Source: an optimization exercise on an open RTL-to-GDS flow (aim: small area, a short achievable clock period and few clock cycles per item). Production flows keep margins and buffers that such runs may drop.
Function was checked by simulation only, so behaviour that the tests miss may differ from the original.
Power figures rest on the tool's default switching activity, not on a simulated workload.

Setup of run 1:
==> flow/design.v <==
module yrd_luma (
    input  wire [7:0]  y,
    output wire [15:0] ly
);
    wire [16:0] s = ({9'd0, y} << 8) + ({9'd0, y} << 5) + ({9'd0, y} << 3) + ({9'd0, y} << 1);
    assign ly = s[16:1];
endmodule
module yrd_chroma (
    input  wire [7:0]  u,
    input  wire [7:0]  v,
    output wire [16:0] cr,
    output wire [16:0] cg,
    output wire [15:0] cb
);
    wire [17:0] u1 = {10'd0, u};
    wire [17:0] v1 = {10'd0, v};
    wire [17:0] r = (v1 << 8) + (v1 << 7) + (v1 << 4) + (v1 << 3) + v1 - 18'd56992;
    wire [17:0] g = 18'd34784 - (u1 << 6) - (u1 << 5) - (u1 << 2)
                              - (v1 << 7) - (v1 << 6) - (v1 << 4);
    wire [17:0] b = (u1 << 9) + (u1 << 2) - 18'd70688;
    assign cr = r[17:1];
    assign cg = g[17:1];
    assign cb = b[17:2];
endmodule
module yrd_chan (
    input  wire [15:0] ly,      
    input  wire [16:0] c,       
    output wire [7:0]  q
);
    wire [7:0]  lo = {1'b0, ly[6:0]} + {1'b0, c[6:0]};
    wire [11:0] hi = {2'b00, ly[15:7], 1'b1} + {c[16], c[16:7], lo[7]};
    wire [10:0] t  = hi[11:1];
    assign q = t[10] ? 8'd0 : (t[9:8] != 2'b00) ? 8'd255 : t[7:0];
endmodule
module yrd_fu (
    input  wire        clk,
    input  wire        rst,
    input  wire        cmd_valid,
    output reg         cmd_ready,
    input  wire [63:0] cmd_word,
    output reg         rsp_valid,
    input  wire        rsp_ready,
    output reg  [3:0]  rsp_status,
    output reg  [63:0] rsp_result
);
    localparam [3:0] ST_OK      = 4'd0;
    localparam [3:0] ST_ILLEGAL = 4'd11;
    localparam [2:0] C_CLIP8   = 3'd0;
    localparam [2:0] C_RSHR8   = 3'd1;
    localparam [2:0] C_YUV2RGB = 3'd2;
    localparam [2:0] C_565S    = 3'd3;
    localparam [2:0] C_565P    = 3'd4;
    localparam [2:0] C_LUMA    = 3'd5;
    localparam [2:0] C_YUYV2   = 3'd6;
    wire [7:0]  op  = cmd_word[63:56];
    wire [23:0] rsv = cmd_word[55:32];
    wire [31:0] a   = cmd_word[31:0];
    wire        swap = (op[2:0] == C_YUV2RGB);
    wire        base_ok = (rsv == 24'd0) && (op[7:3] == 5'b00110) && (op[2:0] != 3'd7) &&
                          !(swap && a[31:24] != 8'd0);
    wire [31:0] a_in = swap ? {a[7:0], a[23:8], a[23:16]} : a;
    wire [35:0] p_in = {base_ok, op[2:0], a_in};
    wire adv  = !rsp_valid || rsp_ready;     
    wire fire = cmd_valid && cmd_ready;
    reg        sk_valid;
    reg [35:0] sk;
    reg        s0_valid;
    reg [35:0] s0;
    reg        s1_valid;
    always @(posedge clk) begin
        if (rst) begin
            cmd_ready <= 1'b1;
            sk_valid  <= 1'b0;
            s0_valid  <= 1'b0;
            s1_valid  <= 1'b0;
            rsp_valid <= 1'b0;
        end else begin
            cmd_ready <= adv || !(sk_valid || fire);
            if (adv) begin
                sk_valid  <= 1'b0;
                s0_valid  <= sk_valid || fire;
                s1_valid  <= s0_valid;
                rsp_valid <= s1_valid;
            end else if (fire) begin
                sk_valid  <= 1'b1;
            end
        end
    end
    always @(posedge clk) begin
        if (!sk_valid) sk <= p_in;
        if (adv)       s0 <= sk_valid ? sk : p_in;
    end
    wire        s0_ok   = s0[35];
    wire [2:0]  s0_code = s0[34:32];
    wire [31:0] s0_a    = s0[31:0];
    reg legal;
    always @(*) begin
        case (s0_code)
            C_565S, C_565P: legal = s0_ok && (s0_a[31:16] == 16'd0);
            C_LUMA:         legal = s0_ok && (s0_a[31:8] == 24'd0);
            default:        legal = s0_ok;
        endcase
    end
    wire is_yuv  = legal && (s0_code == C_YUV2RGB || s0_code == C_YUYV2);
    wire is_yuyv = legal && (s0_code == C_YUYV2);
    wire [15:0] ly0, ly1;
    wire [16:0] cr, cg;
    wire [15:0] cb;
    yrd_luma   u_ly0 (.y(s0_a[7:0]),   .ly(ly0));
    yrd_luma   u_ly1 (.y(s0_a[23:16]), .ly(ly1));
    yrd_chroma u_chr (.u(s0_a[15:8]), .v(s0_a[31:24]), .cr(cr), .cg(cg), .cb(cb));
    wire [7:0] clip_res = s0_a[31] ? 8'd0 : (s0_a[30:8] != 23'd0) ? 8'd255 : s0_a[7:0];
    wire [24:0] rshr_q = {s0_a[31], s0_a[31:8]} + {24'd0, s0_a[7]};
    function [2:0] frac31;
        input [4:0] x;
        begin
            frac31 = (x >= 5'd31) ? 3'd7 : (x >= 5'd27) ? 3'd6 : (x >= 5'd23) ? 3'd5 :
                     (x >= 5'd18) ? 3'd4 : (x >= 5'd14) ? 3'd3 : (x >= 5'd9)  ? 3'd2 :
                     (x >= 5'd5)  ? 3'd1 : 3'd0;
        end
    endfunction
    function [1:0] frac63;
        input [5:0] x;
        begin
            frac63 = (x >= 6'd63) ? 2'd3 : (x >= 6'd42) ? 2'd2 : (x >= 6'd21) ? 2'd1 : 2'd0;
        end
    endfunction
    wire [4:0] r5 = s0_a[15:11];
    wire [5:0] g6 = s0_a[10:5];
    wire [4:0] b5 = s0_a[4:0];
    wire       is_p = (s0_code == C_565P);
    wire [23:0] rgb565 = {r5, is_p ? frac31(r5) : 3'd0,
                          g6, is_p ? frac63(g6) : 2'd0,
                          b5, is_p ? frac31(b5) : 3'd0};
    reg [24:0] n_res;
    always @(*) begin
        n_res = 25'd0;
        if (legal) begin
            case (s0_code)
                C_CLIP8:        n_res = {17'd0, clip_res};
                C_RSHR8:        n_res = rshr_q;
                C_565S, C_565P: n_res = {1'b0, rgb565};
                C_LUMA:         n_res = {1'b0, s0_a[7:0], s0_a[7:0], s0_a[7:0]};
                default:        n_res = 25'd0;
            endcase
        end
    end
    reg        s1_yuv, s1_yuyv, s1_ill;
    reg [15:0] s1_f0, s1_f1;
    reg [16:0] s1_cr, s1_cg;
    reg [15:0] s1_cb;
    always @(posedge clk) begin
        if (adv) begin
            s1_yuv  <= is_yuv;
            s1_yuyv <= is_yuyv;
            s1_ill  <= !legal;
            s1_f0   <= is_yuv ? ly0 : n_res[15:0];
            s1_f1   <= is_yuv ? ly1 : {7'd0, n_res[24:16]};
            s1_cr   <= cr;
            s1_cg   <= cg;
            s1_cb   <= cb;
        end
    end
    wire [7:0] p0_r, p0_g, p0_b, p1_r, p1_g, p1_b;
    yrd_chan u_p0r (.ly(s1_f0), .c(s1_cr),         .q(p0_r));
    yrd_chan u_p0g (.ly(s1_f0), .c(s1_cg),         .q(p0_g));
    yrd_chan u_p0b (.ly(s1_f0), .c({s1_cb, 1'b0}), .q(p0_b));
    yrd_chan u_p1r (.ly(s1_f1), .c(s1_cr),         .q(p1_r));
    yrd_chan u_p1g (.ly(s1_f1), .c(s1_cg),         .q(p1_g));
    yrd_chan u_p1b (.ly(s1_f1), .c({s1_cb, 1'b0}), .q(p1_b));
    wire        sx = !s1_yuv && s1_f1[8];
    wire [23:0] lo = s1_yuv  ? {p0_r, p0_g, p0_b} : {s1_f1[7:0], s1_f0};
    wire [23:0] hi = s1_yuyv ? {p1_r, p1_g, p1_b} : {24{sx}};
    always @(posedge clk) begin
        if (adv) begin
            rsp_status <= s1_ill ? ST_ILLEGAL : ST_OK;
            rsp_result <= {{8{sx}}, hi, {8{sx}}, lo};
        end
    end
endmodule
clock: 12.0 ns
lec_check: 0
cap_margin: 20
core_margin: 2
core_utilization: 70
cts_buf_list: sky130_fd_sc_hd__clkbuf_4 sky130_fd_sc_hd__clkbuf_8
cts_cluster_size: 30
slew_margin: 20
standard.sh (not shown) runs the stock make flow with config.mk's settings and CLKGATE_MAP_FILE= SYNTH_SCRIPT=/design/flow/synth_recipe.tcl, a recipe that flattens the netlist after the stock synthesis.
==> flow/flow/run.sh <==
#!/bin/bash
# Layout: the standard flow (standard synthesis unchanged), with
#  - port buffers of a plain buffer cell instead of the default delay-buffer,
set -uo pipefail
MARGIN=$(cat flow/margin.txt 2>/dev/null || echo 8)
bash standard.sh SETUP_SLACK_MARGIN=$MARGIN \
    "BUFFER_PORTS_ARGS=-buffer_cell sky130_fd_sc_hd__buf_2" \
    finish > flow_make.log 2>&1
==> flow/flow/margin.txt <==
8
Run 1 went all the way through the flow, and no timing, DRC or antenna check failed.
Testbench counts of run 1, summed over its fixed seeds: cycles 32,024, items 32,000.
--- input diff run 1..run 4 ---
- CORE_UTILIZATION changed from 70 to 40
- CTS_CLUSTER_SIZE removed (was 30)
- CTS_BUF_LIST removed (was sky130_fd_sc_hd__clkbuf_4 sky130_fd_sc_hd__clkbuf_8)
==> flow/run.sh (new file) <==
#!/bin/bash
# synth_recipe.tcl (not shown) runs the flow's synth.tcl, then flattens the netlist and writes it again
# the make line also repeats each setting of config.mk as NAME=value (left out here)
make -C /OpenROAD-flow-scripts/flow DESIGN_CONFIG=/design/flow/config.mk WORK_HOME=/design/flow/orfs CLKGATE_MAP_FILE= SYNTH_SCRIPT=/design/flow/synth_recipe.tcl finish
removed: flow/flow/run.sh
removed: flow/flow/margin.txt
removed: flow/standard.sh
--- outcome ---
- Summary of run 4 over run 1: largest incremental delay on the critical path moved up; area of the multi-input gates moved down; placement row count moved up.
- Changes observed in run 4 relative to run 1: I/O pin count shows no meaningful change, wire length after detailed routing shows a reduction of 9.9%, clock-buffer cell count shows a reduction of about 38%.
- Sort run 1 and run 4 by critical-path maximum fanout, descending, and run 4 comes first.
- Relative to run 1, share of power burned in combinational logic has gone down in run 4.
- edfxtp_1 as the slowest cell on the critical path was reported by run 1, and buf_4 by run 4.
- | wire length of the first global-routing pass | higher: run 1 |

---

Setup of job 5594:
// yrd_fu: RTL as listed in full above, without the edits since
clock: 12.0 ns
lec_check: 0
abc_clock_period_in_ps: 3000
cap_margin: 20
core_margin: 2
core_utilization: 40
slew_margin: 20
run.sh (not shown) runs the stock make flow with config.mk's settings and CLKGATE_MAP_FILE= SYNTH_SCRIPT=/design/flow/synth_recipe.tcl, a recipe that flattens the netlist after the stock synthesis.
Stock flow here: none of the scripts above is used.
Job 5594 ran to completion and came out clean on the timing, DRC and antenna checks.
Testbench counts of job 5594, summed over its fixed seeds: cycles 32,024, items 32,000.
[inputs] job 108 vs job 5594
# job 5594
export LEC_CHECK = 0
export ABC_CLOCK_PERIOD_IN_PS = 3000
export CAP_MARGIN = 20
export CORE_MARGIN = 2
export CORE_UTILIZATION = 40
export SLEW_MARGIN = 20
create_clock -name core_clock -period 12.0 [get_ports {clk}]
# job 108
export LEC_CHECK = 0
export CAP_MARGIN = 20
export CORE_MARGIN = 2
export CORE_UTILIZATION = 60
export CTS_BUF_LIST = sky130_fd_sc_hd__clkbuf_4 sky130_fd_sc_hd__clkbuf_8
export SLEW_MARGIN = 20
create_clock -name core_clock -period 12.0 [get_ports {clk}]
==> flow/flow/run.sh (new file) <==
#!/bin/bash
# Layout: the standard flow (standard synthesis unchanged), with
#  - port buffers of a plain buffer cell instead of the default delay-buffer,
set -uo pipefail
MARGIN=$(cat flow/margin.txt 2>/dev/null || echo 8)
bash standard.sh SETUP_SLACK_MARGIN=$MARGIN \
    "BUFFER_PORTS_ARGS=-buffer_cell sky130_fd_sc_hd__buf_2" \
    finish > flow_make.log 2>&1
==> flow/flow/margin.txt (new file) <==
8
==> flow/standard.sh (new file) <==
#!/bin/bash
# synth_recipe.tcl (not shown) runs the flow's synth.tcl, then flattens the netlist and writes it again
# the make line also repeats each setting of config.mk as NAME=value (left out here)
make -C /OpenROAD-flow-scripts/flow DESIGN_CONFIG=/design/flow/config.mk WORK_HOME=/design/flow/orfs CLKGATE_MAP_FILE= SYNTH_SCRIPT=/design/flow/synth_recipe.tcl "${@:-finish}"
removed: flow/run.sh
Results
Job 108: full flow OK, the timing, DRC and antenna checks passed. Higher layout overhead on the synthesized area among job 108 and job 5594: job 5594. Measured against job 108, the number of buffers created by CTS of job 5594 comes out at 0.68 times the reference value. The post-CTS resize count number comes out lower for job 5594 vs job 108. Sort job 108 and job 5594 by critical path depth asc -> top: job 5594. Total of max-cap violations came out exactly the same in job 108 and job 5594. When the final numbers for job 108 and job 5594 were put side by side, the combinational power share turned out to be smaller in job 5594. Compared to job 5594, the router laid down more metal wire for job 108. In the reports for job 108 and job 5594, the smaller non-clock buffer count belongs to job 5594. From job 5594 to job 108 the numbers moved as follows: parity-gate share of the synthesized area counting xor and xnor cells flat; utilization increased by 24 points relative to the old numbers; worst slack after detailed placement now sits higher.
## Diff of input files: job 6656 against job 108
# job 108
export LEC_CHECK = 0
export CAP_MARGIN = 20
export CORE_MARGIN = 2
export CORE_UTILIZATION = 60
export CTS_BUF_LIST = sky130_fd_sc_hd__clkbuf_4 sky130_fd_sc_hd__clkbuf_8
export SLEW_MARGIN = 20
create_clock -name core_clock -period 12.0 [get_ports {clk}]
# job 6656
export LEC_CHECK = 0
export CAP_MARGIN = 20
export CORE_MARGIN = 2
export CORE_UTILIZATION = 70
export CTS_BUF_LIST = sky130_fd_sc_hd__clkbuf_4 sky130_fd_sc_hd__clkbuf_8
export CTS_CLUSTER_SIZE = 30
export SLEW_MARGIN = 20
create_clock -name core_clock -period 12.0 [get_ports {clk}]
==> flow/flow/margin.txt <==
8.5
==> notes.md <==
Job 6656 completed every stage of the flow, and the final layout passed the timing, DRC and antenna checks.
When job 6656 is measured against job 108, its number of nets at the end of the flow turns out 64 higher.
Part of the total power dissipated in the clock network (job 6656 over job 108): decrease, 2.9 points
Job 6656 leaves less setup margin than job 108.
In job 6656, the first-pass GRT wire length came out 8.5% above the value in job 108.
Measured against job 108, the wire length on met2 of job 6656 comes out at 1.2 times the reference value.

==> afterwards: timing with drivers on the ports <==
Ports are ideal in the flow. The routed layouts listed here were re-timed in OpenROAD.
Step 1, drivers: a clkbuf_16 drives clk and a buf_2 each remaining input, both assumed.
Step 2 times the ports against the registers' clock, not the clock port: input delays grow and output delays shrink by t, the midpoint of the rising clock arrivals with the driver on.
Slacks: no drivers / after step 1 / after step 2; pairs: no drivers / after step 1.
run	t, ns	setup WS [ns]	worst hold slack (ns)	worst data-port slew with drivers (ns)	cell pins on the clock port's net
run 1	0.579	7.789 / 7.789 / 7.648	0.436 / 0.436 / 0.436	0.05	1
run 4	0.611	7.263 / 7.295 / 6.684	0.422 / 0.422 / 0.422	0.04	1
job 5594	0.611	7.263 / 7.295 / 6.684	0.422 / 0.422 / 0.422	0.04	1
job 108	0.575	8.036 / 8.036 / 7.596	0.441 / 0.441 / 0.441	0.03	1
job 6656	0.587	7.830 / 7.830 / 7.830	0.454 / 0.454 / 0.454	0.05	1
After both steps every run listed still meets setup and hold.
